What follows belongs to an exercise in optimizing a design on an open flow for small area; a production flow would make more cautious choices. The RTL was checked by simulation tests, not by an equivalence proof against the original design. Power and IR drop assume default switching activity.

### config.mk
export PLATFORM = sky130hd
export DESIGN_NAME = tcpu_core
export DESIGN_NICKNAME = tcpu_core
export VERILOG_FILES = /design/flow/design.v
export SDC_FILE = /design/flow/constraint.sdc
export NUM_CORES = 4
export LEC_CHECK = 0
export ABC_AREA = 1
export CAP_MARGIN = 20
export CORE_MARGIN = 2
export CORE_UTILIZATION = 55
export PLACE_DENSITY = 0.7
export SLEW_MARGIN = 20
export BUFFER_PORTS_ARGS = -buffer_cell sky130_fd_sc_hd__buf_1
export CTS_ARGS = -sink_clustering_enable -repair_clock_nets -dont_use_dummy_load -buf_list sky130_fd_sc_hd__clkbuf_16 -sink_clustering_size 25 -sink_clustering_max_diameter 100
export POST_FLOORPLAN_TCL = /design/flow/flow/downsize.tcl
### standard.sh
#!/bin/bash
# synth_recipe.tcl (not shown) runs the flow's synth.tcl, then flattens the netlist and writes it again
# the make line also repeats each setting of config.mk as NAME=value (left out here)
make -C /OpenROAD-flow-scripts/flow DESIGN_CONFIG=/design/flow/config.mk WORK_HOME=/design/flow/orfs CLKGATE_MAP_FILE= SYNTH_SCRIPT=/design/flow/synth_recipe.tcl "${@:-finish}"
### constraint.sdc
create_clock -name core_clock -period 10.0 [get_ports {clk}]
set_input_delay 2.0000 -clock core_clock [delete_from_list [all_inputs] [get_ports {clk}]]
set_output_delay 2.0000 -clock core_clock [all_outputs]
set_load 0.01 [all_outputs]
### flow/run.sh
#!/bin/bash
# The standard layout, with three changes: the smallest buffer on the
# ports, every combinational cell started at its smallest size after
# floorplan (repair sizes them up as needed), and a clock tree of fewer,
# larger leaf buffers without dummy loads.
set -e
cat >> "$FLOW_CONFIG" <<EOC
export BUFFER_PORTS_ARGS = -buffer_cell sky130_fd_sc_hd__buf_1
export CTS_ARGS = -sink_clustering_enable -repair_clock_nets -dont_use_dummy_load -buf_list sky130_fd_sc_hd__clkbuf_16 -sink_clustering_size 25 -sink_clustering_max_diameter 100
export POST_FLOORPLAN_TCL = $PWD/flow/downsize.tcl
EOC
bash standard.sh > standard.log 2>&1
### flow/downsize.tcl
# Replace every combinational cell by the smallest cell of its family (same
# function and pins); the later repair steps size up what timing, slew or
# capacitance need.
set block [ord::get_db_block]
set db [ord::get_db]
set smallest [dict create]
foreach lib [$db getLibs] {
  foreach m [$lib getMasters] {
    set n [$m getName]
    if {[regexp {^(sky130_fd_sc_hd__[a-z0-9]+)_([0-9]+)$} $n -> base k]} {
      set a [expr {[$m getWidth] * [$m getHeight]}]
      if {![dict exists $smallest $base] || $a < [lindex [dict get $smallest $base] 1]} {
        dict set smallest $base [list $n $a]
      }
    }
  }
}
set count 0
foreach inst [$block getInsts] {
  set n [[$inst getMaster] getName]
  if {![regexp {^(sky130_fd_sc_hd__[a-z0-9]+)_([0-9]+)$} $n -> base k]} { continue }
  if {[regexp {__(df|edf|sdf|dl|conb|tap|fill|decap|clk|lpflow|probe|diode)} $n]} { continue }
  set new [lindex [dict get $smallest $base] 0]
  if {$new ne $n} {
    replace_cell [get_cells [$inst getName]] $new
    incr count
  }
}
puts "downsize: replaced $count cells"
### design.v
module tcpu_core (
    input  wire        clk,
    input  wire        rst,
    output wire        mem_req,
    output wire        mem_we,
    output wire [15:0] mem_addr,
    output wire [7:0]  mem_wdata,
    input  wire        mem_gnt,
    input  wire        mem_rvalid,
    input  wire [7:0]  mem_rdata,
    input  wire        ev_post,
    input  wire [2:0]  ev_kind,
    input  wire [15:0] ev_payload,
    output wire        disk_req,
    output wire        disk_drive,
    output wire        disk_write,
    output wire [15:0] disk_maddr,
    output wire [15:0] disk_daddr,
    output wire        halted,
    output wire        waiting,
    output wire [1:0]  halt_cause,
    input  wire [3:0]  dbg_sel,
    output wire [15:0] dbg_data
);
    localparam [4:0] S_FOP  = 5'd2,   
                     S_FOB  = 5'd6,   
                     S_FLD  = 5'd14,   
                     S_FB   = 5'd4,   
                     S_DRD  = 5'd7,   
                     S_DWR  = 5'd13,   
                     S_DK2  = 5'd1,   
                     S_WAIT = 5'd3,   
                     S_H1   = 5'd9,   
                     S_H2   = 5'd10,
                     S_H3   = 5'd11,
                     S_CLR  = 5'd21,   
                     S_INC  = 5'd24,   
                     S_OPR  = 5'd30,   
                     S_IMV  = 5'd19,   
                     S_EX1  = 5'd16,   
                     S_CMP1 = 5'd27,   
                     S_SH0  = 5'd31,   
                     S_SHL  = 5'd22,   
                     S_SP   = 5'd17,   
                     S_LD   = 5'd23,   
                     S_AW   = 5'd29,   
                     S_FIN  = 5'd25,   
                     S_JC   = 5'd26,   
                     S_DK1  = 5'd20,   
                     S_EV   = 5'd18;   
    reg  [4:0]  st;
    reg  [3:0]  ph;
    reg         run;        
    reg         pend;       
    reg         hb;         
    reg  [1:0]  fld;        
    reg         C;          
    reg         cA;         
    reg         F1, F2;     
    reg  [6:0]  op;
    reg  [7:0]  ob;
    reg  [15:0] x0, x1, x2, x3, x4, x5, x6, x7;
    reg  [15:0] ipr, T, A;
    reg  [7:0]  R;
    reg  [2:0]  ev_k;
    reg  [15:0] ev_p;
    wire ph0  = (ph == 4'd0);
    wire ph15 = (ph == 4'd15);
    wire lane = (ph[3] == hb);
    wire act  = st[4] & (ph0 | run);
    wire last = act & ph15;
    wire [2:0] cls = op[6:4];
    wire [2:0] sb  = op[2:0];
    wire c0 = (cls == 3'd0);
    wire c1 = (cls == 3'd1);
    wire c2 = (cls == 3'd2);
    wire c3 = (cls == 3'd3);
    wire c4 = (cls == 3'd4);
    wire c5 = (cls == 3'd5);
    wire is_ret   = c0 & (sb == 3'd1);
    wire is_push  = c2 & (sb == 3'd3);
    wire is_jmp   = c2 & (sb == 3'd4);
    wire is_call  = c2 & (sb == 3'd5);
    wire is_store = c3 & op[3];
    wire is_load  = c3 & ~op[3];
    wire a_src = is_store | c4 | c5;
    wire b_src = c1 | (c2 & (sb >= 3'd3)) | c3 | c4 | c5;
    wire a_dst = c1 | (c2 & (sb <= 3'd2)) | is_load;
    wire word  = ~c3 | op[2];
    wire stk   = is_push | is_call;
    wire [3:0] ca = ob[7:4];
    wire [3:0] cb = ob[3:0];
    wire [3:0] code = fld[0] ? cb : ca;
    wire imm  = (code == 4'd13) | (code == 4'd14);
    wire two  = fld[1] ? op[1] : (code == 4'd14);
    wire used = (fld == 2'd0) ? a_src : (fld == 2'd1) ? b_src : (c3 & (op[1:0] != 2'd0));
    wire dI   = (fld == 2'd1) & a_src;       
    wire [3:0] rcls = mem_rdata[7:4];
    wire [3:0] rsub = mem_rdata[3:0];
    reg        rd_legal;
    always @* begin
        case (rcls)
            4'h0:    rd_legal = (rsub <= 4'd4);
            4'h1:    rd_legal = (rsub <= 4'd7);
            4'h2:    rd_legal = (rsub <= 4'd5);
            4'h3:    rd_legal = (rsub[1:0] != 2'd3);
            4'h4:    rd_legal = (rsub <= 4'd5);
            4'h5:    rd_legal = (rsub[3:2] == 2'd0);
            default: rd_legal = 1'b0;
        endcase
    end
    wire [2:0] rs = (st == S_OPR) ? code[2:0] :
                    ((st == S_SP) | (st == S_FIN) | (st == S_AW)) ? 3'd7 : ca[2:0];
    reg RA, RA1;
    always @* begin
        case (rs)
            3'd0: RA = x0[0];
            3'd1: RA = x1[0];
            3'd2: RA = x2[0];
            3'd3: RA = x3[0];
            3'd4: RA = x4[0];
            3'd5: RA = x5[0];
            3'd6: RA = x6[0];
            default: RA = x7[0];
        endcase
        case (ca[2:0])
            3'd0: RA1 = x0[1];
            3'd1: RA1 = x1[1];
            3'd2: RA1 = x2[1];
            3'd3: RA1 = x3[1];
            3'd4: RA1 = x4[1];
            3'd5: RA1 = x5[1];
            3'd6: RA1 = x6[1];
            default: RA1 = x7[1];
        endcase
    end
    wire T0 = T[0];
    wire I0 = ipr[0];
    wire R0 = R[0];
    wire A0 = A[0];
    wire lit = (code == 4'd15) | ((ph[3:2] == 2'd0) & (ph[1:0] != 2'd3) & code[ph[1:0]]);
    wire opv = code[3] ? lit : RA;
    wire cAe  = ph0 | cA;
    wire incA = A0 ^ cAe;
    reg X, Y, cin0;
    always @* begin
        X = RA; Y = 1'b0; cin0 = 1'b0;
        case (st)
            S_IMV:  begin X = T0; Y = R0 & lane; end
            S_EX1:  begin
                        if (c2) begin X = ~RA; cin0 = 1'b1; end
                        else if (sb[0]) begin Y = ~T0; cin0 = 1'b1; end
                        else Y = T0;
                    end
            S_CMP1: begin Y = ~T0; cin0 = 1'b1; end
            S_SHL:  begin X = T0; Y = 1'b1; end
            S_SP:   Y = (ph == 4'd1);
            S_FIN:  Y = ~ph0;
            S_JC:   begin X = T0; cin0 = 1'b1; end
            default: ;
        endcase
    end
    wire cin  = ph0 ? cin0 : C;
    wire SUM  = X ^ Y ^ cin;
    wire COUT = (X & Y) | (X & cin) | (Y & cin);
    wire tap = (sb == 3'd5) ? (~ph0 & R[7]) : (~ph15 & RA1);
    wire lt = ~(RA ^ T0) ^ COUT;
    reg  s1, s2;
    always @* begin
        s1 = 1'b0; s2 = 1'b0;
        case (st)
            S_CMP1: begin s1 = SUM; s2 = ph15 & ~lt; end
            S_SH0:  begin s1 = T0;  s2 = RA; end
            S_SHL:  begin s1 = SUM; s2 = tap; end
            S_JC:   begin s1 = T0 & ~ph0; s2 = T0 & ph0; end
            default: ;
        endcase
    end
    wire fst = (st == S_CMP1) | (st == S_SH0) | (st == S_SHL) | (st == S_JC);
    wire F1a = (ph0 & fst) | F1;
    wire F2a = (ph0 & fst) | F2;
    wire f1f = F1a & ~s1;
    wire f2f = F2a & ~s2;
    wire sh_done = f1f | f2f;
    wire jz  = f1f & f2f;
    wire j1  = f1f & ~f2f;
    wire jm  = COUT;
    reg  taken;
    always @* begin
        case (sb)
            3'd0: taken = jz;
            3'd1: taken = ~jz;
            3'd2: taken = jm;
            3'd3: taken = j1;
            3'd4: taken = jm | jz;
            default: taken = j1 | jz;
        endcase
    end
    reg W;
    always @* begin
        case (st)
            S_EX1: begin
                if (c2) W = sb[0] ? SUM : ~RA;
                else case (sb)
                    3'd2: W = RA ^ T0;
                    3'd3: W = RA & T0;
                    3'd4: W = RA | T0;
                    3'd7: W = ph0 ? ~F1 : F2;
                    default: W = SUM;
                endcase
            end
            S_SHL:  W = tap;
            S_LD:   W = lane & R0;
            default: W = SUM;
        endcase
    end
    wire [2:0] wsel = ((st == S_SP) | (st == S_FIN)) ? 3'd7 : ca[2:0];
    reg  wx;
    always @* begin
        case (st)
            S_EX1, S_SHL, S_SP: wx = 1'b1;
            S_FIN: wx = stk;
            S_LD:  wx = ~is_ret & (lane | (~hb & ~word));
            default: wx = 1'b0;
        endcase
    end
    wire [15:0] ev_w = {ev_p[1], ev_p[2], ev_p[3], ev_p[4], ev_p[5], ev_p[6], ev_p[7], ev_p[8],
                        ev_p[9], ev_p[10], ev_p[11], ev_p[12], ev_p[13], ev_p[14], ev_p[15], ev_p[0]};
    wire [3:0] psel = halted ? dbg_sel : (st == S_EV) ? 4'd9 : 4'd8;
    reg  [15:0] psrc;
    always @* begin
        case (psel)
            4'd0: psrc = x0;
            4'd1: psrc = x1;
            4'd2: psrc = x2;
            4'd3: psrc = x3;
            4'd4: psrc = x4;
            4'd5: psrc = x5;
            4'd6: psrc = x6;
            4'd7: psrc = x7;
            4'd8: psrc = ipr;
            default: psrc = ev_w;
        endcase
    end
    wire [15:0] r1 = ph[0] ? {psrc[14:0], psrc[15]}    : psrc;
    wire [15:0] r2 = ph[1] ? {r1[13:0],   r1[15:14]}   : r1;
    wire [15:0] r4 = ph[2] ? {r2[11:0],   r2[15:12]}   : r2;
    wire [15:0] rp = ph[3] ? {r4[7:0],    r4[15:8]}    : r4;
    wire evk_bit = (ph[3:2] == 2'd0) & (ph[1:0] != 2'd3) & ev_k[ph[1:0]];
    wire evp_bit = (ev_k != 3'd0) & rp[0];
    wire clr = (st == S_CLR);
    wire wen = act & wx;
    wire ev  = act & (st == S_EV);
    function in_x(input [2:0] i, input b0);
        in_x = (wen & (wsel == i)) ? W : b0;
    endfunction
    wire x0_in = clr ? 1'b0 : ev ? evk_bit : in_x(3'd0, x0[0]);
    wire x1_in = clr ? 1'b0 : ev ? evp_bit : in_x(3'd1, x1[0]);
    wire x2_in = ~clr & in_x(3'd2, x2[0]);
    wire x3_in = ~clr & in_x(3'd3, x3[0]);
    wire x4_in = ~clr & in_x(3'd4, x4[0]);
    wire x5_in = ~clr & in_x(3'd5, x5[0]);
    wire x6_in = ~clr & in_x(3'd6, x6[0]);
    wire x7_in = ~clr & in_x(3'd7, x7[0]);
    wire upd = is_call | is_jmp | is_store | c5 | (c4 & ~hb);
    reg ip_in;
    always @* begin
        ip_in = I0;
        if (act) case (st)
            S_CLR: ip_in = 1'b0;
            S_INC: if (hb ? ~a_src : c0) ip_in = incA;
            S_OPR: if (dI) ip_in = opv;
            S_IMV: if (dI) ip_in = lane ? R0 : (hb & I0);
                   else if (~a_src) ip_in = incA;
            S_LD:  if (is_ret & lane) ip_in = R0;
            S_FIN: if (upd) ip_in = T0;
            default: ;
        endcase
    end
    reg a_sh, a_in;
    always @* begin
        a_sh = act; a_in = ip_in;
        case (st)
            S_CLR: a_in = 1'b0;
            S_INC, S_IMV: a_in = incA;
            S_SP:  a_in = SUM;
            S_LD:  a_in = (~hb & word) ? incA : ip_in;
            S_AW:  a_in = hb ? incA : (stk ? RA : T0);
            S_FIN: a_in = ip_in;
            S_JC:  a_in = A0;
            S_DK1: a_in = T0;
            default: a_sh = 1'b0;
        endcase
    end
    reg t_in;
    always @* begin
        t_in = T0;
        if (act) case (st)
            S_OPR: if (~dI) t_in = opv;
            S_IMV: if (fld[1]) t_in = SUM;
                   else if (~dI) t_in = lane ? R0 : (hb & T0);
            S_SHL: t_in = SUM;
            S_AW:  if (~hb & c3) t_in = A0;
            S_JC, S_DK1: t_in = A0;
            default: ;
        endcase
    end
    wire rdst    = (st == S_FOP) | (st == S_FOB) | (st == S_FB) | (st == S_DRD);
    wire rd_done = pend & mem_rvalid;
    wire r_cap   = rd_done & ((st == S_FB) | (st == S_DRD));
    wire r_sh    = act & (((st == S_IMV) | (st == S_LD) | (st == S_AW)) ? lane : (st == S_SHL));
    wire r_sin   = (st == S_SHL) ? RA : is_push ? T0 : I0;
    assign mem_we    = (st == S_DWR);
    assign mem_req   = mem_we | (rdst & ~pend);
    assign mem_addr  = A;
    assign mem_wdata = R;
    assign disk_req   = (st == S_DK2);
    assign disk_drive = op[0];
    assign disk_write = op[1];
    assign disk_maddr = A;
    assign disk_daddr = rp;
    assign halted     = (st[4:2] == 3'b010);
    assign halt_cause = st[1:0];
    assign waiting    = (st == S_WAIT);
    assign dbg_data   = rp;
    always @(posedge clk) begin
        ph <= rst ? 4'd0 : ph + 4'd1;
        C  <= COUT;
        cA <= A0 & cAe;
        F1 <= f1f;
        F2 <= f2f;
        x0 <= {x0_in, x0[15:1]};
        x1 <= {x1_in, x1[15:1]};
        x2 <= {x2_in, x2[15:1]};
        x3 <= {x3_in, x3[15:1]};
        x4 <= {x4_in, x4[15:1]};
        x5 <= {x5_in, x5[15:1]};
        x6 <= {x6_in, x6[15:1]};
        x7 <= {x7_in, x7[15:1]};
        ipr <= {ip_in, ipr[15:1]};
        T   <= {t_in, T[15:1]};
        if (a_sh)  A <= {a_in, A[15:1]};
        if (ev_post) ev_p <= ev_payload;
        if (r_cap) R <= mem_rdata;
        if ((st == S_FOP) & rd_done) op <= mem_rdata[6:0];
        if ((st == S_FOB) & rd_done) ob <= mem_rdata;
        else if (r_sh) R <= {r_sin, R[7:1]};
        if (rst) begin
            st         <= S_CLR;
            run        <= 1'b0;
            pend       <= 1'b0;
            ev_k       <= 3'd0;
        end else begin
            run <= act & ~ph15 & ~((st == S_EV) & ev_post);
            if (mem_req & ~mem_we & mem_gnt) pend <= 1'b1;
            if (rd_done) pend <= 1'b0;
            case (st)
                S_CLR: if (last) st <= S_FOP;
                S_FOP: if (rd_done) begin hb <= 1'b0; st <= rd_legal ? S_INC : S_H2; end
                S_FOB: if (rd_done) begin hb <= 1'b1; st <= (a_dst & mem_rdata[7]) ? S_H3 : S_INC; end
                S_INC: if (last) begin
                    hb <= 1'b0;
                    if (hb) begin fld <= 2'd0; st <= S_FLD; end
                    else if (c0) begin fld <= 2'd3; st <= S_FLD; end
                    else st <= S_FOB;
                end
                S_FLD: begin
                    hb <= 1'b0;
                    if (fld == 2'd3) begin
                        case (cls)
                            3'd0: case (sb)
                                3'd0: st <= S_FOP;
                                3'd1: st <= S_SP;
                                3'd2: st <= S_H1;
                                3'd3: st <= (ev_k != 3'd0) ? S_EV : S_WAIT;
                                default: st <= S_EV;
                            endcase
                            3'd1: st <= (sb == 3'd7) ? S_CMP1 : ((sb == 3'd5) | (sb == 3'd6)) ? S_SH0 : S_EX1;
                            3'd2: case (sb)
                                3'd0, 3'd1: st <= S_EX1;
                                3'd2: st <= S_SP;
                                3'd4: st <= S_FIN;
                                default: st <= S_AW;
                            endcase
                            3'd3: st <= S_AW;
                            3'd4: st <= S_JC;
                            default: st <= S_DK1;
                        endcase
                    end else if (used)
                        st <= (fld[1] | imm) ? S_FB : S_OPR;
                    else
                        fld <= fld + 2'd1;
                end
                S_OPR: if (last) begin fld <= fld + 2'd1; st <= S_FLD; end
                S_FB:  if (rd_done) st <= S_IMV;
                S_IMV: if (last) begin
                    if (two & ~hb) begin hb <= 1'b1; st <= S_FB; end
                    else begin hb <= 1'b0; fld <= fld + 2'd1; st <= S_FLD; end
                end
                S_EX1:  if (last) st <= S_FOP;
                S_CMP1: if (last) st <= S_EX1;
                S_SH0, S_SHL: if (last) st <= sh_done ? S_FOP : S_SHL;
                S_SP:   if (last) begin hb <= 1'b0; st <= S_DRD; end
                S_DRD:  if (rd_done) st <= S_LD;
                S_LD:   if (last) begin
                    if (~hb & word) begin hb <= 1'b1; st <= S_DRD; end
                    else st <= S_FOP;
                end
                S_AW:   if (last) st <= is_load ? S_DRD : S_DWR;
                S_DWR:  if (mem_gnt) begin
                    if (word & ~hb) begin hb <= 1'b1; st <= S_AW; end
                    else st <= S_FIN;
                end
                S_FIN:  if (last) st <= S_FOP;
                S_JC:   if (last) begin hb <= taken; st <= S_FIN; end
                S_DK1:  if (last) st <= S_DK2;
                S_DK2:  st <= S_FIN;
                S_EV:   if (last) begin
                    ev_k <= 3'd0;
                    st <= S_FOP;
                end
                S_WAIT: if (ev_k != 3'd0) st <= S_EV;
                default: ;
            endcase
            if (ev_post)
                ev_k <= ev_kind;
        end
    end
endmodule
==> run notes, run 1 <==
status no timing/DRC/antenna violations; Synth Flop Type dfxtp_1; die width 143 um; Setup WS pre-CTS 3.31 ns; fmax approximately 150 MHz; CTS resizes 0; startpoint types input pin; largest net degree at the start of global routing 33; DR WL/cell about 19 um; vias in the first global route ~9000; Placeable Area between 15000 and 20000 um2; Filler Cell Count 1783; Sequential Area 5230 um2; Distinct cells, synth 44; Layout Skew just over 0.05 ns; CTS tree yes; die footprint 20500 um2; worst setup margin 3.24 ns; CP peak stage delay 0.76 ns; Yosys reg bits 236; Post-Syn Instances 1388; DP HPWL 24200 um; Total Wirelength ~32000 um; Avg Inst Size Synth 7.67 um2; CP dominant cell by count nand2_1; pwr/cell area between 150 and 200 nW/um2; Design Area, Final roughly 11000 um2; DR vias/cell roughly 5.7; Clock transition at path regs 0.09 ns; H-tree level count 1; Post-synth top cells nand2_1, dfxtp_1, nand3_1; number of CTS-inserted buffers 13; CP endpoint kind primary output; Fin. Hold Viols 0; setup_tns 0 ns; first-pass GRT wire length 49200 um; Mapped Nets between 1000 and 1500; relative slew slack 34.0%; max cap viols 0; worst slew pin tran 0.986 ns; Net count, final 1498; Post-Syn Area 10700 um2; most frequent cell after synthesis nand2_1; DRC 0; root buffer cell clkbuf_16; io pins 117; die height ~140 um; Worst Path Arrival between 4 and 5 ns; cell taking the most area after synthesis dfxtp_1; count of warnings emitted by yosys 1; Seq/Total Area, Yosys 49.1%; critical path class in -> out; # diodes 0; share of cells above drive strength 1 1.66%; drt pass-1 iters 5; GRT Residual Overflow 0; synth top area cells dfxtp_1, edfxtp_1, nand2_1; Vias 9669; Clock Latency Late Sink 0.49 ns; gpl congestion between 0.9 and 1; Max Root-Sink Buffers 3; worst IR drop on VDD 0.000124 V; postcts setup bufs 0; RSZ-0062 raised after global routing false; Port Buf Inserts 116; leak pwr between 4 and 5 nW; footprint of the multi-input gates 4480 um2; setup violators final 0; placed inst area 10900 um2; Syn-to-layout area delta 5.87%; CP Max Fanout 13; starting density of the core 56.6%; Std-Cell Rows 50; Tmin final about 6.8 ns; initial antenna violation count 0; CP Data Required Time 8.00 ns; fraction of registers with async set/reset 0%; Post-synth EDFFs 50; number of clock sinks between 200 and 250; crit path cell chain buf_1, nand4_1, nand2_1, nand2_1, nor2_1, nand2_1, nand2_1, nor2_1, nand3_1, nand3_1, nand3_1, nand3_1, nand2_1, nor2_1, a31oi_1, buf_1; Final Util 59.9%; top-area cell type share of the netlist area 35.0%; initial detailed-routing violation count 882; Hold WC Path Type reg -> reg; Tcrit/Tclk final roughly two thirds; Post-CTS Hold Buffers 0; Final ANT Viol Nets 0; GRT Overall Usage 31.1%; slowest library cell on the worst path nor2_1; Slew Viols, Final 0
## critical path, delay by kind of cell
| family | cells | cell delay [ns] |
|---|---|---|
| AOI/OAI and AO/OA | 1 | 0.27 |
| buffers and inverters | 2 | 0.32 |
| and+or+nand+nor | 13 | 2.17 |
## stage by stage
step / hold WS (ns) / total power [W] / std cells
after floorplan: 0.310 / 0.00125 / 1388
after global placement: 0.310 / 0.00130 / 1696
after detailed placement: 0.312 / 0.00130 / 1697
after CTS: 0.330 / 0.00182 / 1710
after global routing: 0.338 / 0.00188 / 1710
final: 0.331 / 0.00181 / 1710
## report_power, final
part | switching [W] | total, W | internal, W
registers | 0.0000286 | 0.00104 | 0.00102
logic | 0.000165 | 0.000240 | 0.0000752
clock network | 0.000291 | 0.000525 | 0.000234
## layout by cell type (no fill, tap or decap), drive strengths merged, types with 3 or more instances in the layout
cell / count
o311ai: 3
nand3: 188
o41ai: 3
dfxtp: 186
inv: 111
o21ai: 70
or2: 22
o22ai: 6
nor3: 20
a41oi: 3
a31oi: 16
nor4: 6
nor2: 148
a2111oi: 4
nand3b: 3
o2111ai: 6
buf: 122
ha: 9
nand4: 15
o211ai: 6
clkbuf: 14
a211oi: 5
a21oi: 41
nand2: 378
clkinv: 4
edfxtp: 50
## final cells by class
class	count	area share (%)
Sequential cell	236	46.3
Clock buffer	13	2.89
Multi-Input combinational cell	963	39.7
Timing Repair Buffer	123	4.37
Tap cell	260	2.89
Inverter	115	3.83
## sequential cells by signal, summed over array words and instances, names as in the netlist, 2 cells and up
signal  cells
A          16
T          16
ev_p       16
ipr        16
x0         16
x1         16
x2         16
x3         16
x4         16
x5         16
x6         16
x7         16
R           8
ob          8
op          7
st          5
ph          4
ev_k        3
fld         2
## cells by family (layout without fill, tap and decap cells)
kind of cell	count (synthesis)	in the layout	share of synthesized area [%]
simple gates	781	781	31.9
flops	236	236	49.1
buf+inv	189	251	8.24
compound gates	171	171	9.47
fa+ha+maj	10	10	1.25
xor+xnor	1	1	0.0823
## final timing paths
kind              cells after the start       start  slack (ns)       endpoint
hold reg to reg                       0       T[15]        0.33          T[14]
setup reg to reg                     23       st[4]        5.27             hb
setup / recovery                     16  dbg_sel[0]        3.24  disk_daddr[8]
hold / removal                        0       T[15]        0.33          T[14]
## layer usage
metal,GRT usage [%],vias up,routed length (um)
met5,0,-,0
met4,18.2,0,2100
met3,3.79,109,1770
met2,52.9,395,15300
met1,38.0,4468,12800
li1,-,4697,-
==> run 2, diff against run 1 <==
==> flow/run.sh (replaced) <==
#!/bin/bash
# The standard layout (standard.sh) with these changes:
#  - the smallest buffer on the ports
#  - after floorplan every combinational cell starts at its smallest size;
#    the repair steps size up what timing, slew or capacitance need
#  - a clock tree of fewer, larger leaf buffers without dummy loads
# Each tool's output goes to its own log here.
set -e
cat >> "$FLOW_CONFIG" <<EOC
export BUFFER_PORTS_ARGS = -buffer_cell sky130_fd_sc_hd__buf_1
export CTS_ARGS = -sink_clustering_enable -repair_clock_nets -dont_use_dummy_load -buf_list sky130_fd_sc_hd__clkbuf_16 -sink_clustering_size 25 -sink_clustering_max_diameter 100
export POST_FLOORPLAN_TCL = $PWD/flow/downsize.tcl
EOC
mkdir -p scripts_synth
cp -r "$FLOW_HOME/scripts/." scripts_synth/
cp flow/abc_area.script scripts_synth/abc_area.script
SCRIPTS_DIR=$PWD/scripts_synth bash standard.sh synth > synth.log 2>&1
bash standard.sh > standard.log 2>&1
==> flow/abc_area.script (new file) <==
strash
ifraig
dc2
&get -n
&deepsyn -T 60
&put
strash
dch -f
map -a
strash
dch -f
map -a
strash
dch -f
map -a
topo
--- a/config.mk
+++ b/config.mk
@@ -9,6 +9,6 @@
 export CAP_MARGIN = 20
 export CORE_MARGIN = 2
-export CORE_UTILIZATION = 55
-export PLACE_DENSITY = 0.7
+export CORE_UTILIZATION = 65
+export PLACE_DENSITY = 0.8
 export SLEW_MARGIN = 20
 export BUFFER_PORTS_ARGS = -buffer_cell sky130_fd_sc_hd__buf_1
==> run notes, run 2 <==
Syn-to-layout area delta 8.22% (was 5.87%); worst slew pin tran 1.13 ns (was 0.986 ns); die footprint 15600 um2 (was 20500 um2); Post-Syn Instances 1060 (was 1388); CP endpoint kind primary output (unchanged); Met1 Wirelength 12300 um (was 12800 um); Std-Cell Rows 44 (was 50); fraction of registers with async set/reset 0% (unchanged); top-area cell type share of the netlist area 39.1% (was 35.0%); DR WL/cell 21.8 um (was 18.7 um); H-tree level count 1 (unchanged); Fin. Hold Viols 0 (unchanged); crit path cell chain buf_1, nor3_1, clkinv_1, nor2_1, clkinv_1, nor2_2, a22o_1, a21oi_1, nand4_1, mux2i_1, o21ai_0, o21ai_0, o21ai_0, buf_1 (was buf_1, nand4_1, nand2_1, nand2_1, nor2_1, nand2_1, nand2_1, nor2_1, nand3_1, nand3_1, nand3_1, nand3_1, nand2_1, nor2_1, a31oi_1, buf_1); synth top area cells dfxtp_1, edfxtp_1, nand2_1 (unchanged); Highest Signal Layer met4 (unchanged); Clock transition at path regs 0.10 ns (was 0.09 ns); status no timing/DRC/antenna violations (unchanged); number of CTS-inserted buffers 13 (unchanged); Avg Inst Size Synth 8.99 um2 (was 7.67 um2); setup violators final 0 (unchanged); DP HPWL 22400 um (was 24200 um); count of warnings emitted by yosys 1 (unchanged); startpoint types input pin (unchanged); leak pwr 3.63 nW (was 4.94 nW); Distinct cells, synth 36 (was 44); Slew Viols, Final 0 (unchanged); gpl congestion 1.03 (was 0.980); initial antenna violation count 0 (unchanged); Placeable Area 14400 um2 (was 18800 um2); Hold WC Path Type reg -> reg (unchanged); routed wl met2 12600 um (was 15300 um); total chip power 0.00185 W (was 0.00181 W); cell taking the most area after synthesis dfxtp_1 (unchanged); initial detailed-routing violation count 1076 (was 882); Post-synth EDFFs 50 (unchanged); first-pass GRT wire length 45000 um (was 49200 um); root buffer cell clkbuf_16 (unchanged); CP peak stage delay 0.66 ns (was 0.76 ns); number of clock sinks 236 (unchanged); Total Wirelength 29300 um (was 31900 um); max cap viols 0 (unchanged); CP dominant cell by count o21ai_0 (was nand2_1); Seq/Total Area, Yosys 54.8% (was 49.1%); vias in the first global route 8044 (was 9232); fmax 126 MHz (was 148 MHz); Met3 Wirelength 3590 um (was 1770 um); DR vias/cell 6.43 (was 5.65); # diodes 0 (unchanged); io pins 117 (unchanged); Post-synth top cells dfxtp_1, nand2_1, nor2_1 (was nand2_1, dfxtp_1, nand3_1); pwr/cell area 180 nW/um2 (was 160 nW/um2); Net count, final 1208 (was 1498); CP top delay family simple AND/OR/NAND/NOR gates (unchanged); GRT Overall Usage 36.6% (was 31.1%); Tmin final 7.97 ns (was 6.76 ns); CP Max Fanout 14 (was 13); largest net degree at the start of global routing 26 (was 33); Final ANT Viol Nets 0 (unchanged); drt pass-1 iters 8 (was 5); Buf/Inv on CP 4 (was 2); most frequent cells in the layout dfxtp_1, nand2_1, nor2_1 (was nand2_1, nand3_1, dfxtp_1); Post-Syn Area 9530 um2 (was 10700 um2); commonest non-fill, non-tap cell in the layout dfxtp_1 (was nand2_1); RSZ-0062 raised after global routing false (unchanged); Max Root-Sink Buffers 3 (unchanged); CTS tree yes (unchanged); slowest library cell on the worst path nor2_2 (was nor2_1); relative slew slack 24.4% (was 34.0%); Tcrit/Tclk final 79.7% (was 67.6%); CTS resizes 0 (unchanged); Yosys reg bits 236 (unchanged); Mapped Nets 1106 (was 1434); Port Buf Inserts 116 (unchanged); hold_ws 0.329 ns (was 0.331 ns); DRC 0 (unchanged); die height 125 um (was 143 um); Synth Flop Type dfxtp_1 (unchanged); worst IR drop on VDD 0.000227 V (was 0.000124 V); CP Data Required Time 8.00 ns (about the same); Post-CTS Hold Buffers 0 (unchanged); Vias 8636 (was 9669); critical path class in -> out (unchanged); postcts setup bufs 0 (unchanged); most frequent cell after synthesis dfxtp_1 (was nand2_1); Layout Skew 0.0245 ns (was 0.0503 ns); Worst Path Arrival 5.97 ns (was 4.76 ns); Clock Latency Late Sink 0.47 ns (was 0.49 ns); die width 125 um (was 143 um); share of cells above drive strength 1 2.33% (was 1.66%); setup_tns 0 ns (unchanged); starting density of the core 66.0% (was 56.6%); GRT Residual Overflow 0 (unchanged)
-- run 2: cell count changes after synthesis, moves of 15 or more --
cell      previous run  this run
clkbuf_1            19         0
o21ai_0             70        99
clkinv_1             4       116
nand3_1            185        35
nand2_1            372       150
o22ai_1              6        21
a22oi_1              1        36
inv_1              105         0
a221oi_1             2        21
or2_2               22         5
-- run 2: cells by family after synthesis --
group | after synthesis | synth area share (%)
and+or+nand+nor | 358 | 15.5
muxes | 10 | 1.05
buffers and inverters | 152 | 7.41
DFF | 236 | 54.8
adders and majority gates | 10 | 1.39
AOI/OAI and AO/OA | 294 | 19.8
-- run 2: power by group --
| group | switching, W | internal, W | leakage [nW] |
|---|---|---|---|
| Sequential | 0.0000450 | 0.00103 | 1.99 |
| Combinational | 0.000179 | 0.0000858 | 1.48 |
| Clock | 0.000280 | 0.000234 | 0.160 |
| Total | 0.000504 | 0.00135 | 3.63 |
-- run 2: path summary, 6_finish.rpt --
check | to | startpoint | cells after the start | slack, ns
min | T[11] | T[12] | 0 | 0.33
min reg2reg | T[11] | T[12] | 0 | 0.33
max | disk_daddr[14] | dbg_sel[3] | 14 | 2.03
max reg2reg | x2[15] | st[2] | 22 | 3.16
-- run 2: layer usage --
metal  GRT usage [%]  vias up
li1                -     3920
met5               0        -
met4            10.6        0
met1            53.5     3992
met2            54.8      637
met3            8.73       87
-- run 2: final cells by class --
class,count,area [um2]
Sequential cell,236,5230
Multi-Input combinational cell,672,3610
Timing Repair Buffer,123,488
Fill cell,1101,4110
Inverter,116,435
Clock buffer,13,325
Tap cell,184,230
-- run 2: metrics by stage --
step                instance area, um2  util (%)  instances  setup slack, ns
CTS                              10300      71.4       1344             1.89
finish                           10300      71.5       1344             2.03
detailed placement                9970      69.1       1331             1.98
global placement                  9950      69.0       1328             2.27
global route                     10300      71.5       1344             1.71
floorplan                         9530         -       1060             3.26
==> run 3, diff against run 2 <==
--- a/flow/run.sh
+++ b/flow/run.sh
@@ -9,5 +9,5 @@
 cat >> "$FLOW_CONFIG" <<EOC
 export BUFFER_PORTS_ARGS = -buffer_cell sky130_fd_sc_hd__buf_1
-export CTS_ARGS = -sink_clustering_enable -repair_clock_nets -dont_use_dummy_load -buf_list sky130_fd_sc_hd__clkbuf_16 -sink_clustering_size 25 -sink_clustering_max_diameter 100
+export CTS_ARGS = -sink_clustering_enable -repair_clock_nets -dont_use_dummy_load -buf_list sky130_fd_sc_hd__clkbuf_16 -sink_clustering_size 28 -sink_clustering_max_diameter 100 -root_buf sky130_fd_sc_hd__clkbuf_4
 export POST_FLOORPLAN_TCL = $PWD/flow/downsize.tcl
 EOC
--- a/flow/abc_area.script
+++ b/flow/abc_area.script
@@ -14,3 +14,9 @@
 dch -f
 map -a
+strash
+dch -f
+amap
+strash
+dch -f
+amap
 topo
==> config.mk (replaced) <==
export PLATFORM = sky130hd
export DESIGN_NAME = tcpu_core
export DESIGN_NICKNAME = tcpu_core
export VERILOG_FILES = /design/flow/design.v
export SDC_FILE = /design/flow/constraint.sdc
export NUM_CORES = 4
export LEC_CHECK = 0
export ABC_AREA = 1
export CAP_MARGIN = 20
export CORE_MARGIN = 2
export CORE_UTILIZATION = 70
export PLACE_DENSITY = 0.85
export SLEW_MARGIN = 20
export BUFFER_PORTS_ARGS = -buffer_cell sky130_fd_sc_hd__buf_1
export CTS_ARGS = -sink_clustering_enable -repair_clock_nets -dont_use_dummy_load -buf_list sky130_fd_sc_hd__clkbuf_16 -sink_clustering_size 28 -sink_clustering_max_diameter 100 -root_buf sky130_fd_sc_hd__clkbuf_4
export POST_FLOORPLAN_TCL = /design/flow/flow/downsize.tcl
==> run notes, run 3 <==
GRT Residual Overflow 0 (unchanged); top-area cell type share of the netlist area 40.2% (was 39.1%); slowest library cell on the worst path a31o_1 (was nor2_2); io pins 117 (unchanged); Tcrit/Tclk final 84.1% (was 79.7%); gpl congestion 1.02 (was 1.03); startpoint types flip-flop (was input pin); Pint 0.00126 W (was 0.00135 W); Layout Skew 0.104 ns (was 0.0245 ns); Mapped Nets 989 (was 1106); Clock Latency Late Sink 0.64 ns (was 0.47 ns); Max Root-Sink Buffers 3 (unchanged); die height 119 um (was 125 um); RSZ-0062 raised after global routing false (unchanged); Slew Viols, Final 0 (unchanged); Vias 8405 (was 8636); number of clock sinks 236 (unchanged); starting density of the core 70.8% (was 66.0%); clock network power share 25.9% (was 27.7%); leak pwr 3.37 nW (was 3.63 nW); DP HPWL 20800 um (was 22400 um); max cap viols 0 (unchanged); Post-CTS Hold Buffers 0 (unchanged); Std-Cell Rows 42 (was 44); Syn-to-layout area delta 8.42% (was 8.22%); count of warnings emitted by yosys 1 (unchanged); CP peak stage delay 0.83 ns (was 0.66 ns); pwr/cell area 171 nW/um2 (was 180 nW/um2); initial antenna violation count 1 (was 0); Final ANT Viol Nets 0 (unchanged); Final Util 76.7% (was 71.5%); Sw Share 26.3% (was 27.2%); H-tree level count 1 (unchanged); die footprint 14200 um2 (was 15600 um2); synth top area cells dfxtp_1, edfxtp_1, nor2_1 (was dfxtp_1, edfxtp_1, nand2_1); first-pass GRT wire length 42400 um (was 45000 um); CP endpoint kind primary output (unchanged); crit path cell chain clkinv_1, nor2_1, clkinv_1, nor3_1, a31o_1, nor2_1, buf_4, a222oi_1, nand3_1, a2111oi_0, nor2_1, a21oi_1, o22a_1, nor2_1, a21oi_1, o22ai_1, buf_1 (was buf_1, nor3_1, clkinv_1, nor2_1, clkinv_1, nor2_2, a22o_1, a21oi_1, nand4_1, mux2i_1, o21ai_0, o21ai_0, o21ai_0, buf_1); NetSw 0.000452 W (was 0.000504 W); cell taking the most area after synthesis dfxtp_1 (unchanged); most frequent cell after synthesis dfxtp_1 (unchanged); DR vias/cell 6.86 (was 6.43); commonest non-fill, non-tap cell in the layout dfxtp_1 (unchanged); Net count, final 1096 (was 1208); setup_tns 0 ns (unchanged); Distinct cells, synth 45 (was 36); footprint of the multi-input gates 3410 um2 (was 3610 um2); number of CTS-inserted buffers 12 (was 13); DR WL/cell 22.8 um (was 21.8 um); GRT Overall Usage 38.6% (was 36.6%); Filler Cell Count 958 (was 1101); postcts setup bufs 0 (unchanged); Sequential Area 5230 um2 (unchanged); status no timing/DRC/antenna violations (unchanged); Fin. Hold Viols 0 (unchanged); CTS tree yes (unchanged); CP dominant cell by count nor2_1 (was o21ai_0); fraction of registers with async set/reset 0% (unchanged); CP top delay family compound AO/OA/AOI/OAI gates (was simple AND/OR/NAND/NOR gates); fraction of power consumed by sequential logic 60.8% (was 58.0%); critical path class reg -> out (was in -> out); Port Buf Inserts 116 (unchanged); most frequent cells in the layout dfxtp_1, nor2_1, buf_1 (was dfxtp_1, nand2_1, nor2_1); Buf/Inv on CP 4 (unchanged); relative slew slack 20.6% (was 24.4%); worst slew pin tran 1.18 ns (was 1.13 ns); Post-Syn Area 9260 um2 (was 9530 um2); Post-Syn Instances 943 (was 1060); Synth Flop Type dfxtp_1 (unchanged); root buffer cell clkbuf_4 (was clkbuf_16); CP Data Required Time 8.00 ns (about the same); Seq/Total Area, Yosys 56.4% (was 54.8%); CP Max Fanout 17 (was 14); Tmin final 8.41 ns (was 7.97 ns); setup violators final 0 (unchanged); DRC 0 (unchanged); fmax 119 MHz (was 126 MHz); Hold WC Path Type reg -> reg (unchanged); Total Wirelength 27900 um (was 29300 um); worst IR drop on VDD 0.000151 V (was 0.000227 V); die width 119 um (was 125 um); Comb pwr share 13.2% (was 14.3%); Post-synth top cells dfxtp_1, nor2_1, clkinv_1 (was dfxtp_1, nand2_1, nor2_1); Post-synth EDFFs 50 (unchanged); Yosys reg bits 236 (unchanged); share of cells above drive strength 1 3.24% (was 2.33%); CTS resizes 0 (unchanged); Placeable Area 13100 um2 (was 14400 um2); drt pass-1 iters 6 (was 8); largest net degree at the start of global routing 29 (was 26); Clock transition at path regs 0.11 ns (was 0.10 ns); Avg Inst Size Synth 9.82 um2 (was 8.99 um2); Worst Path Arrival 6.41 ns (was 5.97 ns); initial detailed-routing violation count 1499 (was 1076); vias in the first global route 7661 (was 8044)
## run 3: layer usage
layer | track usage, % | routed length, um | vias to the layer above
li1 | - | - | 3731
met1 | 55.8 | 11000 | 3902
met2 | 57.9 | 12300 | 688
met3 | 8.91 | 3760 | 84
met4 | 12.5 | 782 | 0
met5 | 0 | 0 | -
## run 3: final cells by class
cell class,instances,share of cell area (%)
well taps,176,2.19
multi-input cells,564,34.0
flip-flops and latches,236,52.0
inverters,107,4.00
repair buffers,129,5.31
clock buffers,12,2.47
diodes,1,0.0249
## run 3: stage by stage
step	power [W]	cell area (um2)	setup slack (ns)	cells	hold slack [ns]
after CTS	0.00171	10000	2.14	1224	0.292
after global placement	0.00127	9790	2.60	1212	0.312
after detailed placement	0.00128	9790	2.35	1212	0.314
after global routing	0.00177	10000	1.37	1225	0.307
after floorplan	0.00123	9260	3.12	943	0.310
final	0.00172	10000	1.59	1225	0.307
## run 3: power by group through the flow
stage | Clock, W | Combinational, W | Sequential (W)
after global placement | 0 | 0.000213 | 0.00106
final | 0.000445 | 0.000227 | 0.00104
after global routing | 0.000476 | 0.000243 | 0.00105
after floorplan | 0 | 0.000168 | 0.00106
after CTS | 0.000443 | 0.000222 | 0.00104
after detailed placement | 0 | 0.000221 | 0.00106
## run 3: path summary, 6_finish.rpt
path,startpoint,to,slack [ns],cells after the start
worst max-delay path,st[1],disk_daddr[0],1.59,17
worst min-delay path,ipr[2],ipr[1],0.31,0
worst max register to register,st[1],x1[15],2.88,19
worst min register to register,ipr[2],ipr[1],0.31,0
## run 3: logic make-up (layout without fill, tap and decap cells)
family / Yosys count / after routing / share of synthesized area [%]
other: 0 / 1 / 0
adders and majority gates: 10 / 10 / 1.43
DFF: 236 / 236 / 56.4
and+or+nand+nor: 255 / 255 / 12.1
buffers and inverters: 143 / 248 / 7.25
AOI/OAI and AO/OA: 299 / 299 / 22.8
==> run 4, diff against run 3 <==
--- a/flow/run.sh
+++ b/flow/run.sh
@@ -9,5 +9,5 @@
 cat >> "$FLOW_CONFIG" <<EOC
 export BUFFER_PORTS_ARGS = -buffer_cell sky130_fd_sc_hd__buf_1
-export CTS_ARGS = -sink_clustering_enable -repair_clock_nets -dont_use_dummy_load -buf_list sky130_fd_sc_hd__clkbuf_16 -sink_clustering_size 28 -sink_clustering_max_diameter 100 -root_buf sky130_fd_sc_hd__clkbuf_4
+export CTS_ARGS = -sink_clustering_enable -repair_clock_nets -dont_use_dummy_load -buf_list sky130_fd_sc_hd__clkbuf_16 -sink_clustering_size 25 -sink_clustering_max_diameter 100 -root_buf sky130_fd_sc_hd__clkbuf_4
 export POST_FLOORPLAN_TCL = $PWD/flow/downsize.tcl
 EOC
==> flow/abc_area.script (replaced) <==
strash
ifraig
dc2
&get -n
&deepsyn -T 60
&put
strash
dch -f
map -a
strash
dch -f
map -a
strash
dch -f
map -a
topo
--- a/config.mk
+++ b/config.mk
@@ -13,4 +13,4 @@
 export SLEW_MARGIN = 20
 export BUFFER_PORTS_ARGS = -buffer_cell sky130_fd_sc_hd__buf_1
-export CTS_ARGS = -sink_clustering_enable -repair_clock_nets -dont_use_dummy_load -buf_list sky130_fd_sc_hd__clkbuf_16 -sink_clustering_size 28 -sink_clustering_max_diameter 100 -root_buf sky130_fd_sc_hd__clkbuf_4
+export CTS_ARGS = -sink_clustering_enable -repair_clock_nets -dont_use_dummy_load -buf_list sky130_fd_sc_hd__clkbuf_16 -sink_clustering_size 25 -sink_clustering_max_diameter 100 -root_buf sky130_fd_sc_hd__clkbuf_4
 export POST_FLOORPLAN_TCL = /design/flow/flow/downsize.tcl
==> run notes, run 4 <==
status no timing/DRC/antenna violations (unchanged); share of cells above drive strength 1 2.25% (was 3.24%); Clock transition at path regs 0.10 ns (was 0.11 ns); largest net degree at the start of global routing 26 (was 29); Post-Syn Area 9530 um2 (was 9260 um2); Slew Viols, Final 0 (unchanged); Worst Path Arrival 6.41 ns (about the same); reg2reg start st[2] (was st[1]); Post-synth top cells dfxtp_1, nand2_1, nor2_1 (was dfxtp_1, nor2_1, clkinv_1); die height 121 um (was 119 um); Hold Path End T[8] (was ipr[1]); relative slew slack 35.7% (was 20.6%); Port Buf Inserts 116 (unchanged); initial detailed-routing violation count 1489 (was 1499); Total Wirelength 31200 um (was 27900 um); leak pwr 3.60 nW (was 3.37 nW); CP endpoint kind primary output (unchanged); root buffer cell clkbuf_4 (unchanged); Hold Path Depth 0 (unchanged); max cap viols 0 (unchanged); Net count, final 1206 (was 1096); DRC 0 (unchanged); Layout Skew 0.0210 ns (was 0.104 ns); routed wl met2 13500 um (was 12300 um); initial antenna violation count 1 (unchanged); CP Max Fanout 15 (was 17); drt pass-1 iters 10 (was 6); r2r endpoint x0[15] (was x1[15]); CTS tree yes (unchanged); Final ANT Viol Nets 0 (unchanged); commonest non-fill, non-tap cell in the layout dfxtp_1 (unchanged); Tcrit/Tclk final 84.1% (about the same); postcts setup bufs 0 (unchanged); GRT Residual Overflow 0 (unchanged); first-pass GRT wire length 47200 um (was 42400 um); gpl congestion 1.00 (was 1.02); startpoint types flip-flop (unchanged); critical path class reg -> out (unchanged); Mapped Nets 1106 (was 989); GRT Overall Usage 42.6% (was 38.6%); DR WL/cell 23.4 um (was 22.8 um); Final Non-Filler Cells 1335 (was 1225); most frequent cell after synthesis dfxtp_1 (unchanged); DP HPWL 23100 um (was 20800 um); worst IR drop on VDD 0.000212 V (was 0.000151 V); Vias 9069 (was 8405); setup violators final 0 (unchanged); setup_tns 0 ns (unchanged); Seq/Total Area, Yosys 54.8% (was 56.4%); synth top area cells dfxtp_1, edfxtp_1, nand2_1 (was dfxtp_1, edfxtp_1, nor2_1); Max Root-Sink Buffers 3 (unchanged); placed cell count 1319 (was 1212); starting density of the core 71.9% (was 70.8%); Reg2Reg Depth 23 (was 19); CP Data Required Time 8.00 ns (about the same); fmax 119 MHz (about the same); Tmin final 8.41 ns (about the same); H-tree level count 1 (unchanged); Clock Latency Late Sink 0.62 ns (was 0.64 ns); Filler Cell Count 883 (was 958); top-area cell type share of the netlist area 39.1% (was 40.2%); Avg Inst Size Synth 8.99 um2 (was 9.82 um2); Highest Signal Layer met4 (unchanged); Distinct cells, synth 36 (was 45); Yosys reg bits 236 (unchanged); r2r setup slk 3.69 ns (was 2.88 ns); total chip power 0.00182 W (was 0.00172 W); fraction of registers with async set/reset 0% (unchanged); Synth Flop Type dfxtp_1 (unchanged); Sequential Area 5230 um2 (unchanged); cell taking the most area after synthesis dfxtp_1 (unchanged); Fin. Hold Viols 0 (unchanged); number of clock sinks 236 (unchanged); RSZ-0062 raised after global routing false (unchanged); pwr/cell area 178 nW/um2 (was 171 nW/um2); die footprint 14600 um2 (was 14200 um2); io pins 117 (unchanged); vias in the first global route 8562 (was 7661); most frequent cells in the layout dfxtp_1, nand2_1, nor2_1 (was dfxtp_1, nor2_1, buf_1); Syn-to-layout area delta 7.43% (was 8.42%); DR vias/cell 6.79 (was 6.86); die width 121 um (was 119 um); Post-CTS Hold Buffers 0 (unchanged); min-delay src T[9] (was ipr[2]); Met1 Wirelength 12100 um (was 11000 um); Placeable Area 13200 um2 (was 13100 um2); Met3 Wirelength 4150 um (was 3760 um); number of CTS-inserted buffers 13 (was 12); CTS resizes 0 (unchanged); Hold WC Path Type reg -> reg (unchanged); Std-Cell Rows 42 (unchanged); Post-synth EDFFs 50 (unchanged); footprint of the multi-input gates 3610 um2 (was 3410 um2); Post-Syn Instances 1060 (was 943); worst slew pin tran 0.962 ns (was 1.18 ns); count of warnings emitted by yosys 1 (unchanged)
==> run 4: cell count changes after synthesis, moves of 10 or more <==
cell / delta
nand2_1: +106
o21ai_0: +57
o22ai_1: -31
a222oi_1: -28
nand3_1: +19
nor3_1: -15
a221oi_1: +11
a22oi_1: +10
mux2i_1: +10
o22a_1: -10
==> run 4: worst max-delay path: stages (launching register included) <==
cell	delay, ns
dfxtp_1	0.53
clkinv_1	0.46
nor2_1	0.35
clkinv_1	0.22
nor3_1	0.31
clkinv_1	0.19
nor2_1	0.49
clkinv_1	0.34
nor2_2	0.70
a22oi_1	0.23
nand4_1	0.20
clkinv_1	0.13
o21ai_0	0.30
o21ai_0	0.19
nand2_1	0.11
o21ai_0	0.16
o21ai_0	0.66
buf_1	0.22
==> run 4: report_power, final <==
group          leakage [nW]  switching [W]  internal (W)
clock network         0.137       0.000280      0.000191
logic                  1.47       0.000191     0.0000857
registers              1.99      0.0000447       0.00103
==> run 4: worst max-delay path by stage <==
stage / depth (start not counted) / to / slack [ns] / from
2_1_floorplan: 18 / disk_daddr[6] / 3.26 / dbg_sel[3]
3_3_place_gp: 17 / dbg_data[0] / 2.31 / dbg_sel[1]
3_5_place_dp: 19 / dbg_data[0] / 1.79 / dbg_sel[1]
4_1_cts: 19 / dbg_data[0] / 1.66 / dbg_sel[1]
5_1_grt: 17 / dbg_data[0] / 1.48 / st[3]
6_report: 17 / dbg_data[0] / 1.59 / st[3]
==> run 4: cell families after synthesis <==
| family | Yosys count | share of synthesized area [%] |
|---|---|---|
| simple gates | 358 | 15.5 |
| fa+ha+maj | 10 | 1.39 |
| buf+inv | 152 | 7.41 |
| mux | 10 | 1.05 |
| flops | 236 | 54.8 |
| compound gates | 294 | 19.8 |
==> run 4: layer usage <==
metal,track usage (%),vias up
li1,-,3934
met1,59.2,4160
met2,63.8,821
met3,9.81,154
met4,19.0,0
met5,0,-
==> run 4: cell type report <==
class,count,share of cell area (%)
inverter,116,4.25
sequential,236,51.1
antenna,1,0.0244
tap,176,2.15
multi-input combinational,672,35.3
clock buffer,13,2.67
timing repair buffer,121,4.60
==> run 4: stage by stage <==
stage	hold slack [ns]	utilization, %	worst slack (ns)	cell area (um2)
detailed placement	0.314	75.0	1.79	9930
CTS	0.334	77.1	1.66	10200
floorplan	0.310	-	3.26	9530
finish	0.329	77.3	1.59	10200
global route	0.339	77.3	1.48	10200
global placement	0.311	75.0	2.31	9930
==> run 5, diff against run 4 <==
--- a/flow/abc_area.script
+++ b/flow/abc_area.script
@@ -14,3 +14,9 @@
 dch -f
 map -a
+strash
+dch -f
+amap
+strash
+dch -f
+amap
 topo
--- a/config.mk
+++ b/config.mk
@@ -9,6 +9,6 @@
 export CAP_MARGIN = 20
 export CORE_MARGIN = 2
-export CORE_UTILIZATION = 70
-export PLACE_DENSITY = 0.85
+export CORE_UTILIZATION = 65
+export PLACE_DENSITY = 0.8
 export SLEW_MARGIN = 20
 export BUFFER_PORTS_ARGS = -buffer_cell sky130_fd_sc_hd__buf_1
==> run notes, run 5 <==
max cap viols 0 (unchanged); Hold Path End T[12] (was T[8]); number of clock sinks 236 (unchanged); Fin. Hold Viols 0 (unchanged); CTS tree yes (unchanged); total chip power 0.00174 W (was 0.00182 W); Port Buf Inserts 116 (unchanged); commonest non-fill, non-tap cell in the layout dfxtp_1 (unchanged); reg2reg start st[2] (unchanged); Post-CTS Hold Buffers 0 (unchanged); die width 123 um (was 121 um); worst slew pin tran 0.944 ns (was 0.962 ns); NetSw 0.000457 W (was 0.000515 W); Avg Inst Size Synth 9.82 um2 (was 8.99 um2); leak pwr 3.38 nW (was 3.60 nW); status no timing/DRC/antenna violations (unchanged); Post-Syn Instances 943 (was 1060); Syn-to-layout area delta 8.71% (was 7.43%); Worst Path Arrival 5.87 ns (was 6.41 ns); Post-Syn Area 9260 um2 (was 9530 um2); worst IR drop on VDD 0.000140 V (was 0.000212 V); Comb pwr share 13.0% (was 15.2%); Sequential Area 5230 um2 (unchanged); H-tree level count 1 (unchanged); Clock transition at path regs 0.09 ns (was 0.10 ns); number of CTS-inserted buffers 13 (unchanged); CP peak stage delay 0.63 ns (was 0.70 ns); GRT Residual Overflow 0 (unchanged); root buffer cell clkbuf_4 (unchanged); synth top area cells dfxtp_1, edfxtp_1, nor2_1 (was dfxtp_1, edfxtp_1, nand2_1); Final Util 72.5% (was 77.3%); Synth Flop Type dfxtp_1 (unchanged); DR WL/cell 22.4 um (was 23.4 um); top-area cell type share of the netlist area 40.2% (was 39.1%); fraction of power consumed by sequential logic 60.0% (was 58.9%); fmax 127 MHz (was 119 MHz); largest net degree at the start of global routing 26 (unchanged); Vias 8290 (was 9069); CTS resizes 0 (unchanged); most frequent cell after synthesis dfxtp_1 (unchanged); die height 123 um (was 121 um); io pins 117 (unchanged); Placeable Area 13900 um2 (was 13200 um2); Sw Share 26.3% (was 28.3%); Reg2Reg Depth 19 (was 23); clock network power share 27.0% (was 25.9%); Std-Cell Rows 43 (was 42); gpl congestion 1.06 (was 1.00); count of warnings emitted by yosys 1 (unchanged); footprint of the multi-input gates 3410 um2 (was 3610 um2); Tmin final 7.87 ns (was 8.41 ns); Layout Skew 0.0659 ns (was 0.0210 ns); DRC 0 (unchanged); DR vias/cell 6.75 (was 6.79); RSZ-0062 raised after global routing false (unchanged); postcts setup bufs 0 (unchanged); Yosys reg bits 236 (unchanged); r2r setup slk 3.42 ns (was 3.69 ns); GRT Overall Usage 36.0% (was 42.6%); initial antenna violation count 0 (was 1); crit path cell chain clkinv_1, nor2_1, clkinv_1, nor3_1, a31o_1, buf_4, nor2_1, buf_4, a222oi_1, nand3_1, a2111oi_0, nor2_1, a21oi_1, o22a_1, nor2_1, a21oi_1, o22ai_1, buf_1 (was clkinv_1, nor2_1, clkinv_1, nor3_1, clkinv_1, nor2_1, clkinv_1, nor2_2, a22oi_1, nand4_1, clkinv_1, o21ai_0, o21ai_0, nand2_1, o21ai_0, o21ai_0, buf_1); # diodes 0 (was 1); setup violators final 0 (unchanged); Final ANT Viol Nets 0 (unchanged); Mapped Nets 989 (was 1106); starting density of the core 66.7% (was 71.9%); fraction of registers with async set/reset 0% (unchanged); Post-synth top cells dfxtp_1, nor2_1, clkinv_1 (was dfxtp_1, nand2_1, nor2_1); Pint 0.00128 W (was 0.00131 W); relative slew slack 35.4% (was 35.7%); Max Root-Sink Buffers 3 (unchanged); first-pass GRT wire length 41400 um (was 47200 um); Clock Latency Late Sink 0.63 ns (was 0.62 ns); CP Max Fanout 17 (was 15); share of cells above drive strength 1 3.34% (was 2.25%); Hold WC Path Type reg -> reg (unchanged); Slew Viols, Final 0 (unchanged); DP HPWL 20500 um (was 23100 um); Net count, final 1097 (was 1206); min-delay src T[13] (was T[9]); Filler Cell Count 1068 (was 883); CP Data Required Time 8.00 ns (about the same); cell taking the most area after synthesis dfxtp_1 (unchanged); initial detailed-routing violation count 1150 (was 1489); die footprint 15200 um2 (was 14600 um2); Post-synth EDFFs 50 (unchanged); critical path class reg -> out (unchanged); Seq/Total Area, Yosys 56.4% (was 54.8%); slowest library cell on the worst path dfxtp_1 (was nor2_2); pwr/cell area 173 nW/um2 (was 178 nW/um2); Total Wirelength 27500 um (was 31200 um); startpoint types flip-flop (unchanged); setup_tns 0 ns (unchanged); Distinct cells, synth 45 (was 36); drt pass-1 iters 9 (was 10); most frequent cells in the layout dfxtp_1, nor2_1, buf_1 (was dfxtp_1, nand2_1, nor2_1); vias in the first global route 7492 (was 8562); Tcrit/Tclk final 78.7% (was 84.1%); CP dominant cell by count nor2_1 (was clkinv_1); Hold Path Depth 0 (unchanged); r2r endpoint x0[15] (unchanged); CP endpoint kind primary output (unchanged)
-- run 5: changes by cell type in the layout (fill, tap and decap cells not counted), moves of 11 or more --
cell | before | now
nand2_1 | 150 | 44
o21ai_0 | 99 | 42
o22ai_1 | 21 | 52
a222oi_1 | 0 | 28
nand3_1 | 35 | 16
a221oi_1 | 21 | 10
-- run 5: area by class of cell --
class	instances	area share, %
sequential	236	51.9
inverter	107	3.99
multi-input combinational	564	33.9
timing repair buffer	129	5.29
clock buffer	13	2.71
tap	180	2.24
-- run 5: worst max-delay path by stage --
| stage | cells after the start | to | slack [ns] | from |
|---|---|---|---|---|
| 2_1_floorplan | 13 | disk_daddr[3] | 3.12 | dbg_sel[3] |
| 3_3_place_gp | 17 | dbg_data[0] | 2.83 | dbg_sel[2] |
| 3_5_place_dp | 17 | dbg_data[0] | 2.63 | dbg_sel[2] |
| 4_1_cts | 18 | dbg_data[0] | 2.44 | st[1] |
| 5_1_grt | 19 | disk_daddr[6] | 1.97 | st[1] |
| 6_report | 18 | disk_daddr[0] | 2.13 | st[1] |
-- run 5: critical path: cells and delay by family, from the launching register on --
kind                   cells  cell delay [ns]
AND/OR/NAND/NOR            6             1.48
buffers and inverters      5             1.42
AO/OA/AOI/OAI              7             1.76
flip-flops                 1             0.63
-- run 5: cell families (layout without fill, tap and decap cells) --
group                    Yosys count  in the layout  synth area share, %
AO/OA/AOI/OAI                    299            299                 22.8
AND/OR/NAND/NOR                  255            255                 12.1
flip-flops                       236            236                 56.4
buffers and inverters            143            249                 7.25
adder cells (fa/ha/maj)           10             10                 1.43
-- run 5: stage by stage --
| stage | std cells | cell area, um2 | setup WS, ns | hold WS, ns |
|---|---|---|---|---|
| final | 1229 | 10100 | 2.13 | 0.337 |
| after global routing | 1229 | 10100 | 1.97 | 0.331 |
| after CTS | 1229 | 10100 | 2.44 | 0.327 |
| after detailed placement | 1216 | 9790 | 2.63 | 0.314 |
| after global placement | 1216 | 9790 | 2.83 | 0.313 |
| after floorplan | 943 | 9260 | 3.12 | 0.310 |
-- run 5: power by group through the flow --
| stage | Sequential [W] | Combinational (W) | Clock (W) |
|---|---|---|---|
| after floorplan | 0.00106 | 0.000168 | 0 |
| after global placement | 0.00106 | 0.000215 | 0 |
| after detailed placement | 0.00106 | 0.000220 | 0 |
| after CTS | 0.00104 | 0.000221 | 0.000469 |
| after global routing | 0.00105 | 0.000250 | 0.000499 |
| final | 0.00104 | 0.000225 | 0.000470 |
-- run 5: metal layers --
| metal | global-route usage, % | vias to the layer above | share of wire (%) | wire length, um |
|---|---|---|---|---|
| li1 | - | 3728 | - | - |
| met1 | 51.8 | 3859 | 41 | 11300 |
| met2 | 55.2 | 642 | 43 | 12000 |
| met3 | 6.78 | 61 | 13 | 3560 |
| met4 | 11.4 | 0 | 2.6 | 702 |
| met5 | 0 | - | 0 | 0 |
==> run 6, diff against run 5 <==
--- a/flow/run.sh
+++ b/flow/run.sh
@@ -4,5 +4,6 @@
 #  - after floorplan every combinational cell starts at its smallest size;
 #    the repair steps size up what timing, slew or capacitance need
-#  - a clock tree of fewer, larger leaf buffers without dummy loads
+#  - a clock tree of fewer, larger leaf buffers without dummy loads, and a
+#    small root buffer
 # Each tool's output goes to its own log here.
 set -e
--- a/flow/abc_area.script
+++ b/flow/abc_area.script
@@ -20,3 +20,20 @@
 dch -f
 amap
+strash
+ifraig
+&get -n
+&deepsyn -T 60
+&put
+strash
+dch -f
+map -a
+strash
+dch -f
+map -a
+strash
+dch -f
+amap
+strash
+dch -f
+amap
 topo
--- a/config.mk
+++ b/config.mk
@@ -9,6 +9,6 @@
 export CAP_MARGIN = 20
 export CORE_MARGIN = 2
-export CORE_UTILIZATION = 65
-export PLACE_DENSITY = 0.8
+export CORE_UTILIZATION = 70
+export PLACE_DENSITY = 0.85
 export SLEW_MARGIN = 20
 export BUFFER_PORTS_ARGS = -buffer_cell sky130_fd_sc_hd__buf_1
==> run notes, run 6 <==
commonest non-fill, non-tap cell in the layout dfxtp_1 (unchanged); gr busiest metal met2 (unchanged); startpoint types flip-flop (unchanged); Final ANT Viol Nets 0 (unchanged); die height 119 um (was 123 um); GRT Residual Overflow 0 (unchanged); Post-CTS Hold Buffers 0 (unchanged); Distinct cells, synth 43 (was 45); DR vias/cell 6.98 (was 6.75); CTS tree yes (unchanged); Max Root-Sink Buffers 3 (unchanged); CP Max Fanout 17 (unchanged); Std-Cell Rows 41 (was 43); CP Data Required Time 8.00 ns (about the same); DRC 0 (unchanged); Post-synth EDFFs 50 (unchanged); root buffer cell clkbuf_4 (unchanged); Port Buf Inserts 116 (unchanged); die width 119 um (was 123 um); crit path launch st[1] (unchanged); pwr/cell area 176 nW/um2 (was 173 nW/um2); Total Wirelength 28200 um (was 27500 um); setup violators final 0 (unchanged); most frequent cell after synthesis dfxtp_1 (unchanged); share of cells above drive strength 1 3.39% (was 3.34%); CP endpoint kind primary output (unchanged); vias in the first global route 7653 (was 7492); Tcrit/Tclk final 78.8% (was 78.7%); top-area cell type share of the netlist area 40.6% (was 40.2%); first-pass GRT wire length 42300 um (was 41400 um); postcts setup bufs 0 (unchanged); setup_tns 0 ns (unchanged); drt pass-1 iters 9 (unchanged); Worst Path Arrival 5.88 ns (was 5.87 ns); die footprint 14000 um2 (was 15200 um2); DP HPWL 20500 um (about the same); number of CTS-inserted buffers 13 (unchanged); Avg Inst Size Synth 9.93 um2 (was 9.82 um2); initial detailed-routing violation count 1409 (was 1150); Placeable Area 12700 um2 (was 13900 um2); count of warnings emitted by yosys 1 (unchanged); min-delay src ipr[4] (was T[13]); most frequent cells in the layout dfxtp_1, nor2_1, buf_1 (unchanged); Post-Syn Instances 924 (was 943); Yosys reg bits 236 (unchanged); DR WL/cell 23.4 um (was 22.4 um); cell taking the most area after synthesis dfxtp_1 (unchanged); status no timing/DRC/antenna violations (unchanged); Syn-to-layout area delta 8.83% (was 8.71%); critical path class reg -> out (unchanged); CTS resizes 0 (unchanged); grt met3 use 8.64% (was 6.78%); synth top area cells dfxtp_1, edfxtp_1, nor2_1 (unchanged); number of clock sinks 236 (unchanged); Hold WC Path Type reg -> reg (unchanged); Tmin final 7.88 ns (was 7.87 ns); RSZ-0062 raised after global routing false (unchanged); GR Util met1 54.9% (was 51.8%); Clock transition at path regs 0.10 ns (was 0.09 ns); GRT Overall Usage 38.9% (was 36.0%); Clock Latency Late Sink 0.65 ns (was 0.63 ns); Filler Cell Count 839 (was 1068); Fin. Hold Viols 0 (unchanged); Post-synth top cells dfxtp_1, nor2_1, clkinv_1 (unchanged); H-tree level count 1 (unchanged); fmax 127 MHz (about the same); Net count, final 1079 (was 1097); max cap viols 0 (unchanged); starting density of the core 72.1% (was 66.7%); met2 usage 58.9% (was 55.2%); gpl congestion 1.04 (was 1.06); leak pwr 3.36 nW (was 3.38 nW); Seq/Total Area, Yosys 56.9% (was 56.4%); reg2reg start st[2] (unchanged); largest net degree at the start of global routing 27 (was 26); Slew Viols, Final 0 (unchanged); hold_ws 0.305 ns (was 0.337 ns); worst slew pin tran 1.02 ns (was 0.944 ns); initial antenna violation count 1 (was 0); io pins 117 (unchanged); worst IR drop on VDD 0.000167 V (was 0.000140 V); Synth Flop Type dfxtp_1 (unchanged); Mapped Nets 970 (was 989); relative slew slack 31.7% (was 35.4%); Post-Syn Area 9180 um2 (was 9260 um2); Layout Skew 0.0649 ns (was 0.0659 ns); Vias 8409 (was 8290); fraction of registers with async set/reset 0% (unchanged)
[run 6: path summary, 6_finish.rpt]
kind / end / cells past startpoint / slack, ns
hold reg to reg: ipr[3] / 0 / 0.30
setup / recovery: disk_daddr[0] / 18 / 2.12
hold / removal: ipr[3] / 0 / 0.30
setup reg to reg: x1[15] / 23 / 3.08
[run 6: layout make-up]
cell class	count	area [um2]	share of cell area, %
sequential	236	5230	52.3
inverter	99	372	3.72
tap	172	215	2.15
timing repair buffer	130	541	5.41
antenna	1	2.50	0.0251
multi-input combinational	553	3360	33.7
clock buffer	13	273	2.73
[run 6: kinds of logic (layout without fill, tap and decap cells)]
group / after synthesis / in the layout / synth area share [%]
other cells: 0 / 1 / 0
flops: 236 / 236 / 56.9
compound gates: 289 / 289 / 22.3
simple gates: 254 / 254 / 12.3
fa+ha+maj: 10 / 10 / 1.44
buf+inv: 135 / 242 / 6.99
[run 6: stage by stage]
| step | cell area [um2] | cells | setup WS [ns] | util [%] | power, W |
|---|---|---|---|---|---|
| after floorplan | 9180 | 924 | 2.58 | - | 0.00124 |
| after global placement | 9710 | 1190 | 2.50 | 76.4 | 0.00129 |
| after detailed placement | 9710 | 1190 | 2.33 | 76.4 | 0.00130 |
| after CTS | 9990 | 1203 | 2.25 | 78.5 | 0.00174 |
| after global routing | 9990 | 1203 | 1.74 | 78.5 | 0.00180 |
| final | 9990 | 1204 | 2.12 | 78.5 | 0.00175 |
[run 6: routing by layer]
| layer | share of wire (%) | vias up |
|---|---|---|
| met4 | 4.2 | 2 |
| met3 | 14 | 119 |
| met1 | 38 | 3859 |
| li1 | - | 3685 |
| met2 | 43 | 744 |
| met5 | 0.053 | - |
[run 6: critical path, stage by stage, from the launching register on]
cell and delay (ns):
dfxtp_1 0.54, clkinv_1 0.34, nor2_1 0.57, clkinv_1 0.18, nor2_1 0.39, a31o_1 0.67, nor2_1 0.09, buf_4 0.23
a222oi_1 0.28, o21ai_0 0.13, a2111oi_0 0.31, o21ai_0 0.15, a221oi_1 0.35, nand2_1 0.09, o21ai_0 0.15, o22ai_1 0.14
a21oi_1 0.26, o22ai_1 0.19, buf_1 0.21
[run 6: report_power, final]
| group | internal, W | switching, W | leakage (nW) |
|---|---|---|---|
| Sequential | 0.00102 | 0.0000333 | 1.99 |
| Clock | 0.000190 | 0.000276 | 0.137 |
| Combinational | 0.0000791 | 0.000158 | 1.24 |
| Total | 0.00129 | 0.000467 | 3.36 |

-- port drivers added, routing unchanged --
How much do the figures lean on ideal ports? The routed layouts below were timed once more, with nothing changed but the port constraints.
Step 1: set_driving_cell puts a clkbuf_16 on clk and a buf_2 on each other input, an assumption about the parent block.
Step 2 moves the port delays by t, midway between the first and last clock arrival at a register: inputs arrive t later, outputs are due t later. That takes back most of the time a late clock gives input paths.
a / b / c = ideal / step 1 / step 2; a / b = the first two.
run	t (ns)	slack for setup (ns)	worst data-port slew with drivers (ns)	pins driven straight from the clock port
run 1	0.518	3.235 / 3.184 / 3.184	0.05	1
run 2	0.504	2.034 / 2.003 / 2.003	0.04	1
run 3	0.629	1.594 / 1.552 / 1.991	0.04	1
run 4	0.653	1.590 / 1.548 / 1.587	0.04	1
run 5	0.634	2.129 / 2.094 / 2.459	0.04	1
run 6	0.653	2.121 / 2.082 / 2.105	0.05	1
After both steps setup and hold are still met in every run listed. For run 1, which loses most, drivers alone change the setup slack by -0.051 ns; drivers and shift together by -0.051 ns.
